From an optimization exercise on the open Yosys and OpenROAD flow, aimed at small area, a short achievable clock period and few clock cycles; shortcuts taken in it are not production practice. In this exercise RTL edits were held to simulation tests only and were not proved equivalent to the original.

== old ==
==> flow/design.v (excerpt) <==
module pxe_core (
    input  wire        clk,
    input  wire        rst,
    input  wire        cmd_valid,
    output wire        cmd_ready,
    input  wire [4:0]  cmd_op,
    input  wire [31:0] cmd_key,
    input  wire [15:0] cmd_height,
    input  wire [15:0] cmd_width,
    input  wire        in_valid,
    output wire        in_ready,
    input  wire [23:0] in_data,
    output wire        out_valid,
    input  wire        out_ready,
    output wire [23:0] out_data,
    output wire        mem_ren_a,
    output wire [9:0]  mem_raddr_a,
    input  wire [31:0] mem_rdata_a,
    output wire        mem_ren_b,
    output wire [9:0]  mem_raddr_b,
    input  wire [31:0] mem_rdata_b,
    output wire        mem_we,
    output wire [9:0]  mem_waddr,
    output wire [31:0] mem_wdata
);
export LEC_CHECK = 0
export ABC_AREA = 1
export CAP_MARGIN = 20
export CORE_MARGIN = 2
export CORE_UTILIZATION = 40
export SETUP_SLACK_MARGIN = 4.2
export SLEW_MARGIN = 20
create_clock -name core_clock -period 9.0 [get_ports {clk}]
standard.sh (not shown) runs the stock make flow with config.mk's settings and CLKGATE_MAP_FILE= SYNTH_SCRIPT=/design/flow/synth_recipe.tcl, a recipe that flattens the netlist after the stock synthesis.
==> flow/flow/run.sh <==
#!/bin/bash
# The standard layout, with the port buffers made of the smallest buffer
# cell instead of the delay buffer that buffer_ports picks by default.
set -e
export BUFFER_PORTS_ARGS="-buffer_cell sky130_fd_sc_hd__buf_1"
bash standard.sh > standard.log 2>&1
Per the final summary, old finished and its layout is clean on timing, DRC and antenna.
Testbench counts of old, summed over its fixed seeds: cycles 57,653.
For new, these inputs were changed with respect to old:
# old
export LEC_CHECK = 0
export ABC_AREA = 1
export CAP_MARGIN = 20
export CORE_MARGIN = 2
export CORE_UTILIZATION = 40
export SETUP_SLACK_MARGIN = 4.2
export SLEW_MARGIN = 20
create_clock -name core_clock -period 9.0 [get_ports {clk}]
# new
export LEC_CHECK = 0
export ABC_AREA = 1
export CAP_MARGIN = 20
export CORE_MARGIN = 2
export CORE_UTILIZATION = 40
export SETUP_SLACK_MARGIN = 4.0
export SLEW_MARGIN = 20
create_clock -name core_clock -period 9.0 [get_ports {clk}]
Of old and new, the run reporting the lower worst setup slack after layout was new. In the metrics for old and new, the one carrying the lower number of fill cells in the layout is old. Compared with old, in new count of clock-buffer cells in the layout closely matched the old numbers, time the worst path needs with I/O delays and setup increased by 0.12 ns relative to the old numbers, post-place instance area closely matched the old numbers, routed wire length decreased by 3.4 mm relative to the old numbers.

pxe_core again, from the RTL that the note above started with.
clock: 9.0 ns
lec_check: 0
abc_area: 1
cap_margin: 20
core_margin: 2
core_utilization: 40
setup_slack_margin: 4.0
slew_margin: 20
tns_end_percent: 10
Scripts as last shown in full above: flow/flow/run.sh
The starting point completed without violations.
Testbench counts at the start, summed over its fixed seeds: cycles 57,653.
Next try:
==> flow/run.sh (new file) <==
#!/bin/bash
# synth_recipe.tcl (not shown) runs the flow's synth.tcl, then flattens the netlist and writes it again
# the make line also repeats each setting of config.mk as NAME=value (left out here)
make -C /OpenROAD-flow-scripts/flow DESIGN_CONFIG=/design/flow/config.mk WORK_HOME=/design/flow/orfs CLKGATE_MAP_FILE= SYNTH_SCRIPT=/design/flow/synth_recipe.tcl finish
- TNS_END_PERCENT: 10 -> unset
removed: flow/flow/run.sh
removed: flow/standard.sh
Result: The new run ran to the end with no violations. Cell count went up by 0.71%. Maximum frequency goes down by 2.5%.
Next try:
==> flow/flow/run.sh (new file) <==
#!/bin/bash
# The standard layout, with the port buffers made of the smallest buffer
# cell instead of the delay buffer that buffer_ports picks by default.
set -e
export BUFFER_PORTS_ARGS="-buffer_cell sky130_fd_sc_hd__buf_1"
bash standard.sh > standard.log 2>&1
==> flow/standard.sh (new file) <==
#!/bin/bash
# synth_recipe.tcl (not shown) runs the flow's synth.tcl, then flattens the netlist and writes it again
# the make line also repeats each setting of config.mk as NAME=value (left out here)
make -C /OpenROAD-flow-scripts/flow DESIGN_CONFIG=/design/flow/config.mk WORK_HOME=/design/flow/orfs CLKGATE_MAP_FILE= SYNTH_SCRIPT=/design/flow/synth_recipe.tcl "${@:-finish}"
- SETUP_SLACK_MARGIN: 4.0 -> 4.5
removed: flow/run.sh
=> Area after synthesis is unchanged. Cell count grows by 3.0%. Worst hold slack gains 0.012 ns.
Next try:
- CELL_PAD_IN_SITES_DETAIL_PLACEMENT: unset -> 0
- CELL_PAD_IN_SITES_GLOBAL_PLACEMENT: unset -> 0
- SETUP_SLACK_MARGIN: 4.5 -> 4.0
Utilization decreases by 5.6 points.
Synthesized area is unchanged.
Wire length decreases by a little under a tenth.
Via count decreases by a few percent.
Cell area decreases by roughly a tenth.
Cell count decreases by a few percent.
Synthesized cell count is unchanged.
Sequential share of layout area increases by 2.2 points.
Die area does not change.
Next try:
- CELL_PAD_IN_SITES_DETAIL_PLACEMENT: 0 -> unset
- CELL_PAD_IN_SITES_GLOBAL_PLACEMENT: 0 -> unset
- CORE_UTILIZATION: 40 -> 50
Outcome: The new run completed with no timing, DRC or antenna violations; via count barely changes; synthesized area does not change; sequential share of layout area stays flat; cell count fell by 4.3%.

## afterwards: timing with drivers on the ports
No port has a modelled driver above. Below, the same layouts with a new extraction and two added sets of constraints.
Step 1: set_driving_cell puts a clkbuf_16 on clk and a buf_2 on each other input, an assumption about the parent block.
Step 2 times the ports against the registers' clock, not the clock port: input delays grow and output delays shrink by t, the midpoint of the rising clock arrivals with the driver on.
Slacks: no drivers / after step 1 / after step 2; pairs: no drivers / after step 1.
| run | t (ns) | setup slack, ns | worst hold slack (ns) | slew at the worst register clock pin (ns) | cell pins on the clock port's net |
|---|---|---|---|---|---|
| old | 0.544 | 4.200 / 4.154 / 3.824 | 0.533 / 0.533 / 0.533 | 0.08 / 0.08 | 1 |
| new | 0.540 | 4.081 / 4.052 / 3.643 | 0.534 / 0.534 / 0.534 | 0.07 / 0.07 | 1 |
| the first run of note 2 | 0.540 | 4.061 / 4.037 / 3.697 | 0.537 / 0.537 / 0.537 | 0.08 / 0.08 | 1 |
| the second run of note 2 | 0.540 | 3.934 / 3.896 / 3.555 | 0.533 / 0.533 / 0.533 | 0.08 / 0.08 | 1 |
| the third run of note 2 | 0.552 | 4.171 / 4.171 / 4.083 | 0.544 / 0.544 / 0.544 | 0.08 / 0.08 | 1 |
| the fourth run of note 2 | 0.540 | 4.081 / 4.052 / 3.643 | 0.534 / 0.534 / 0.534 | 0.07 / 0.07 | 1 |
| the fifth run of note 2 | 0.511 | 4.066 / 4.040 / 3.793 | 0.540 / 0.540 / 0.540 | 0.08 / 0.08 | 1 |
After both steps every run listed still meets setup and hold.
